This is an optimization exercise on Yosys and OpenROAD, whose aim is small area, a short achievable clock period and few clock cycles per item, not a production implementation.
RTL that was checked went through simulation tests only; none was proved equivalent to the original.
Power and IR drop assume default switching activity.

== exp/juniper ==
## llmp16_alu
module llmp16_alu (
    input  wire        clk,
    input  wire        rst,           
    input  wire        in_valid,
    output wire        in_ready,
    input  wire [15:0] in_instr,      
    input  wire [15:0] in_a,          
    input  wire [15:0] in_b,          
    output reg         out_valid,
    output reg  [15:0] out_result,
    output reg  [3:0]  out_dest,
    output reg         out_reg_we,
    output wire [3:0]  out_flags,     
    output reg         out_flags_we
);
    localparam [3:0] OP_NOP = 4'd0,  OP_ADD = 4'd1,  OP_SUB = 4'd2,  OP_CMP = 4'd3,
                     OP_AND = 4'd4,  OP_TST = 4'd5,  OP_OR  = 4'd6,  OP_XOR = 4'd7,
                     OP_SHL = 4'd8,  OP_SHR = 4'd9,  OP_SAR = 4'd10, OP_MUL = 4'd11,
                     OP_DIV = 4'd12, OP_MOD = 4'd13;
    genvar gi;
    wire [3:0] cls = in_instr[15:12];
    wire [3:0] t   = in_instr[11:8];
    wire [3:0] fx  = in_instr[7:4];
    wire [3:0] fy  = in_instr[3:0];
    wire       c23 = (cls[3:1] == 3'b001);
    wire       c4  = (cls == 4'b0100);
    wire [9:0] tt;
    generate for (gi = 0; gi < 10; gi = gi + 1) begin : g_t
        assign tt[gi] = (t == gi);
    end endgenerate
    wire i_add = (c23 || c4) && tt[0];                        
    wire i_sub = c23 && tt[1] || c4 && (tt[1] || tt[3]);      
    wire i_cmp = c23 && tt[8];
    wire i_and = c23 && tt[5];
    wire i_tst = c23 && tt[9];
    wire i_or  = c23 && tt[6];
    wire i_xor = c23 && tt[7] || c4 && tt[2];                 
    wire i_shl = c4 && (tt[4] || tt[7]);
    wire i_shr = c4 && (tt[5] || tt[8]);
    wire i_sar = c4 && (tt[6] || tt[9]);
    wire i_mul = c23 && tt[2];
    wire i_div = c23 && tt[3];
    wire i_mod = c23 && tt[4];
    wire i_one = c4 && (tt[0] || tt[1]);                      
    wire i_not = c4 && tt[2];                                 
    wire i_neg = c4 && tt[3];                                 
  ...
For scale: ~2,100 cells after synthesis, roughly 90 flip-flops, ~79 I/O pins.
==> flow/config.mk <==
export PLATFORM = sky130hd
export DESIGN_NAME = llmp16_alu
export DESIGN_NICKNAME = llmp16_alu
export VERILOG_FILES = /design/flow/design.v
export SDC_FILE = /design/flow/constraint.sdc
export NUM_CORES = 4
export LEC_CHECK = 0
export ABC_AREA = 1
export CAP_MARGIN = 20
export CORE_MARGIN = 2
export CORE_UTILIZATION = 45
export SLEW_MARGIN = 20
==> flow/constraint.sdc <==
create_clock -name core_clock -period 10.0 [get_ports {clk}]
set_input_delay 2.0000 -clock core_clock [delete_from_list [all_inputs] [get_ports {clk}]]
set_output_delay 2.0000 -clock core_clock [all_outputs]
set_load 0.01 [all_outputs]
standard.sh (not shown) runs the stock make flow with config.mk's settings and CLKGATE_MAP_FILE= SYNTH_SCRIPT=/design/flow/synth_recipe.tcl, a recipe that flattens the netlist after the stock synthesis.
==> flow/flow/run.sh <==
#!/bin/bash
set -euo pipefail
bash standard.sh SETUP_SLACK_MARGIN=6.6 "BUFFER_PORTS_ARGS=-buffer_cell sky130_fd_sc_hd__buf_1" finish > standard_flow.log 2>&1
Testbench counts of exp/juniper, summed over its fixed seeds: cycles 16,318, ops 12,000.
The inputs of exp/cedar differ from those of exp/juniper as listed below.
==> flow/flow/run.sh <==
#!/bin/bash
set -euo pipefail
bash standard.sh SETUP_SLACK_MARGIN=6.3 finish > standard_flow.log 2>&1
### Flow results
Compared to exp/juniper, the routing of exp/cedar uses less wire.
Higher number of stages on the worst setup path goes to exp/juniper over exp/cedar.
Side by side, number of nets at the end of the flow turned out lower in exp/cedar than in exp/juniper.
Going from exp/juniper to exp/cedar, the logic gate share of total power was found to have gone up by 0.2 points.
Number of non-filler instances in the completed layout was higher in the run labelled exp/juniper.
What exp/indigo does differently from exp/cedar at the input level:
==> flow/flow/run.sh <==
#!/bin/bash
set -euo pipefail
bash standard.sh SETUP_SLACK_MARGIN=6.3 "BUFFER_PORTS_ARGS=-buffer_cell sky130_fd_sc_hd__buf_1" finish > standard_flow.log 2>&1
Findings:
- Re total number of sequential cells: no difference whatsoever between exp/cedar and exp/indigo.
- Comparing exp/indigo and exp/cedar, maximum clock rate is higher on exp/cedar.
- The power in exp/indigo sits 4.4% below the value recorded for exp/cedar.
- On exp/indigo: combinational group share of total power is 1.9 points lower than what exp/cedar gave.
- Between exp/indigo and exp/cedar, the initial antenna violation count is higher for exp/cedar.
- exp/indigo has cell depth of the worst setup path above what exp/cedar had.
- Cell count after synthesis: exp/cedar vs exp/indigo identical
- On final worst-path cycle share: exp/indigo sits above exp/cedar.
- exp/cedar ended up with out_result[10] as its timing endpoint of the critical path; exp/indigo ended up with out_result[15].
- Worst hold slack: exp/indigo vs exp/cedar up 0.0061 ns
- Wire: exp/indigo routes less than exp/cedar

---

llmp16_alu, a different RTL version from the one above (not shown whole).
// llmp16_alu
module llmp16_alu (
    input  wire        clk,
    input  wire        rst,           
    input  wire        in_valid,
    output wire        in_ready,
    input  wire [15:0] in_instr,      
    input  wire [15:0] in_a,          
    input  wire [15:0] in_b,          
    output reg         out_valid,
    output reg  [15:0] out_result,
    output reg  [3:0]  out_dest,
    output reg         out_reg_we,
    output wire [3:0]  out_flags,     
    output reg         out_flags_we
);
==> flow/config.mk <==
export PLATFORM = sky130hd
export DESIGN_NAME = llmp16_alu
export DESIGN_NICKNAME = llmp16_alu
export VERILOG_FILES = /design/flow/design.v
export SDC_FILE = /design/flow/constraint.sdc
export NUM_CORES = 4
export LEC_CHECK = 0
export CAP_MARGIN = 20
export CORE_MARGIN = 2
export CORE_UTILIZATION = 45
export SLEW_MARGIN = 20
==> flow/constraint.sdc <==
create_clock -name core_clock -period 10.0 [get_ports {clk}]
set_input_delay 2.0000 -clock core_clock [delete_from_list [all_inputs] [get_ports {clk}]]
set_output_delay 2.0000 -clock core_clock [all_outputs]
set_load 0.01 [all_outputs]
==> flow/flow/run.sh <==
#!/bin/bash
set -euo pipefail
bash standard.sh SETUP_SLACK_MARGIN=6.3 "BUFFER_PORTS_ARGS=-buffer_cell sky130_fd_sc_hd__buf_1" finish > standard_flow.log 2>&1
Testbench counts at the start, summed over its fixed seeds: cycles 16,318, ops 12,000.
Edit:
- ABC_AREA: unset -> 1
- PLACE_DENSITY: unset -> 0.7
The new run passed the timing, design-rule and antenna checks.
Cell area fell by 4.1%.
Wire length is lower by 12%.
Core utilization shrinks by 3.9 points.
Clock power shrinks by about 1%.
Total power drops by 8.2%.
Hold slack loses 0.0059 ns.
Edit:
- CORE_UTILIZATION: 45 -> 40
- PLACE_DENSITY: 0.7 -> unset
After rerunning: Final area rose by about 0.5%; wire length rises by about 2.2%; die area climbs by 12%; hold slack gains 0.0031 ns.
Edit:
- CORE_UTILIZATION: 40 -> 45
Result:
- hold slack barely changes
- worst setup slack gains 0.048 ns
- power drops by 1.4%
- via count climbs by about 0.7%
- clock skew goes down by 0.0036 ns
- global-route usage goes up by 3.8 points
- wire length barely changes
- synthesized area is unchanged
- clock-buffer cell count goes up by 2
- first-iteration DRC count climbs by about 8%
- final area shrinks by about 0.5%

---

llmp16_alu, a different RTL version from the one above (not shown whole).
Size in the first run: about 1,700 cells after synthesis, roughly 13,000 um^2 of cells after synthesis.
Settings: LEC_CHECK=0, CAP_MARGIN=20, CORE_MARGIN=2, CORE_UTILIZATION=45, SETUP_SLACK_MARGIN=5, SLEW_MARGIN=20; clock period 10.0 ns.
run.sh (not shown) runs the stock make flow with config.mk's settings and CLKGATE_MAP_FILE= SYNTH_SCRIPT=/design/flow/synth_recipe.tcl, a recipe that flattens the netlist after the stock synthesis.
Stock flow here: none of the scripts above is used.
==> next run, changes <==
==> flow/flow/run.sh (new file) <==
#!/bin/bash
set -euo pipefail
bash standard.sh SETUP_SLACK_MARGIN=6.3 finish > standard_flow.log 2>&1
==> flow/standard.sh (new file) <==
#!/bin/bash
# synth_recipe.tcl (not shown) runs the flow's synth.tcl, then flattens the netlist and writes it again
# the make line also repeats each setting of config.mk as NAME=value (left out here)
make -C /OpenROAD-flow-scripts/flow DESIGN_CONFIG=/design/flow/config.mk WORK_HOME=/design/flow/orfs CLKGATE_MAP_FILE= SYNTH_SCRIPT=/design/flow/synth_recipe.tcl "${@:-finish}"
Settings changed: SETUP_SLACK_MARGIN 5 to not set.
removed: flow/run.sh
Total power is higher by 7.0%.
Flip-flop and latch count is unchanged.
Sequential power stays flat.
Routed wire length is higher by 6.4%.
Via count is higher by 5.5%.
Sequential share of layout area is lower by 1.2 points.
Die area stays the same.
Synthesized cell count does not change.
Worst setup slack gains 1.1 ns.
Area after synthesis stays the same.
==> next run, changes <==
==> flow/flow/run.sh (replaced) <==
#!/bin/bash
set -euo pipefail
bash standard.sh SETUP_SLACK_MARGIN=5.7 finish > standard_flow.log 2>&1
Effect: Global-route usage shrinks by 2.3 points. Total power shrinks by 5.5%. Count of clock-buffer cells in the layout is unchanged. Non-clock buffer count shrinks by 66. Worst setup slack loses 0.52 ns. Die area is unchanged. Sequential cell count does not change. Utilization shrinks by 4.2 points.
Function was not checked in any run of this note: the RTL went through the layout flow alone.

---

llmp16_alu, a different RTL version from the one above (not shown whole).
For scale: ~1,900 cells after synthesis, ~97 flip-flops, roughly 13,000 sq um of cells after synthesis.
export LEC_CHECK = 0
export ABC_AREA = 1
export CAP_MARGIN = 20
export CORE_MARGIN = 2
export CORE_UTILIZATION = 45
export SLEW_MARGIN = 20
create_clock -name core_clock -period 10.0 [get_ports {clk}]
standard.sh (not shown) runs the stock make flow with config.mk's settings and CLKGATE_MAP_FILE= SYNTH_SCRIPT=/design/flow/synth_recipe.tcl, a recipe that flattens the netlist after the stock synthesis.
==> flow/flow/run.sh <==
#!/bin/bash
set -euo pipefail
bash standard.sh SETUP_SLACK_MARGIN=6.45 "BUFFER_PORTS_ARGS=-buffer_cell sky130_fd_sc_hd__buf_1" finish > standard_flow.log 2>&1
The first run completed with no timing, DRC or antenna violations.
Then changed:
==> flow/flow/run.sh (replaced) <==
#!/bin/bash
set -euo pipefail
bash standard.sh SETUP_SLACK_MARGIN=6.3 "BUFFER_PORTS_ARGS=-buffer_cell sky130_fd_sc_hd__buf_1" finish > standard_flow.log 2>&1
What happened: The new run ran to the end with no violations. Total power shrinks by about 4%. Routed wire length shrinks by 1.8%. Synthesized area does not change. Utilization shrinks by 2.1 points.
No run of this note included a check of the RTL's function; only the layout flow was run.

---

llmp16_alu, a different RTL version from the one above (not shown whole).
For scale: roughly 1700 cells after synthesis, about 79 I/O pins, roughly 13000 um2 of cells after synthesis.
export LEC_CHECK = 0
export CAP_MARGIN = 20
export CORE_MARGIN = 2
export CORE_UTILIZATION = 45
export SLEW_MARGIN = 20
create_clock -name core_clock -period 10.0 [get_ports {clk}]
==> flow/flow/run.sh <==
#!/bin/bash
set -euo pipefail
bash standard.sh SETUP_SLACK_MARGIN=6.8 finish > standard_flow.log 2>&1
Testbench counts at the start, summed over its fixed seeds: cycles 16,318, ops 12,000.
Edit:
==> flow/flow/run.sh (replaced) <==
#!/bin/bash
set -euo pipefail
bash standard.sh SETUP_SLACK_MARGIN=5.7 finish > standard_flow.log 2>&1
Effect: Die area does not change. Total power fell by about 14%. Hold slack hardly moves. Wire length fell by about 8%. Cell area fell by 16%. Clock skew is about the same.
Edit:
==> flow/flow/run.sh (replaced) <==
#!/bin/bash
set -euo pipefail
bash standard.sh SETUP_SLACK_MARGIN=6.3 finish > standard_flow.log 2>&1
ABC_AREA = 1   (was default)
=>
- The changed run finished clean
- routed wire length goes down by about 5.4%
- clock power stays flat
- final cell count rises by 18%
- critical path depth increases by 15
Edit:
ABC_AREA = default   (was 1)
What happened: Clock power goes up by about 3%; final area goes up by 3.0%; power goes up by 14%; sequential share of layout area goes down by 0.28 points; hold slack stays flat; routed wire length goes up by about 11%; core utilization goes up by 0.28 points.

re-timing with driven ports:
The flow's constraints put no driver on any port. The routed layouts listed below were extracted and timed again, unchanged, in two steps.
Step 1 sets driving cells, clkbuf_16 on the clock port and buf_2 on the other inputs (assumed; they add their load-dependent delay and slew).
Step 2 moves the port delays by t, midway between the first and last clock arrival at a register: inputs arrive t later, outputs are due t later. That takes back most of the time a late clock gives input paths.
a / b / c = ideal ports / drivers / drivers and shift; a / b = the first two.
run	shift t [ns]	setup slack, ns	slew at the worst register clock pin (ns)
exp/juniper	0.426	6.369 / 6.369 / 6.191	0.10 / 0.10
exp/cedar	0.414	6.249 / 6.249 / 5.956	0.08 / 0.08
exp/indigo	0.417	6.233 / 6.233 / 6.026	0.09 / 0.09
the first run of note 2	0.418	6.106 / 6.106 / 5.861	0.09 / 0.09
the second run of note 2	0.414	6.322 / 6.275 / 6.032	0.09 / 0.09
the third run of note 2	0.413	6.309 / 6.262 / 5.960	0.09 / 0.09
the fourth run of note 2	0.419	6.357 / 6.323 / 6.047	0.08 / 0.08
the first run of note 3	0.417	5.191 / 5.219 / 4.802	0.09 / 0.09
the second run of note 3	0.428	6.293 / 6.293 / 5.909	0.09 / 0.09
the third run of note 3	0.421	5.778 / 5.807 / 5.389	0.09 / 0.09
the first run of note 4	0.414	6.411 / 6.411 / 6.119	0.08 / 0.08
the second run of note 4	0.414	6.342 / 6.289 / 6.053	0.08 / 0.08
the first run of note 5	0.419	6.138 / 6.138 / 5.984	0.09 / 0.09
the second run of note 5	0.417	5.740 / 5.740 / 5.437	0.09 / 0.09
the third run of note 5	0.414	6.225 / 6.225 / 5.882	0.08 / 0.08
the fourth run of note 5	0.430	6.118 / 6.118 / 5.926	0.08 / 0.08
After both steps every run listed still meets setup and hold.
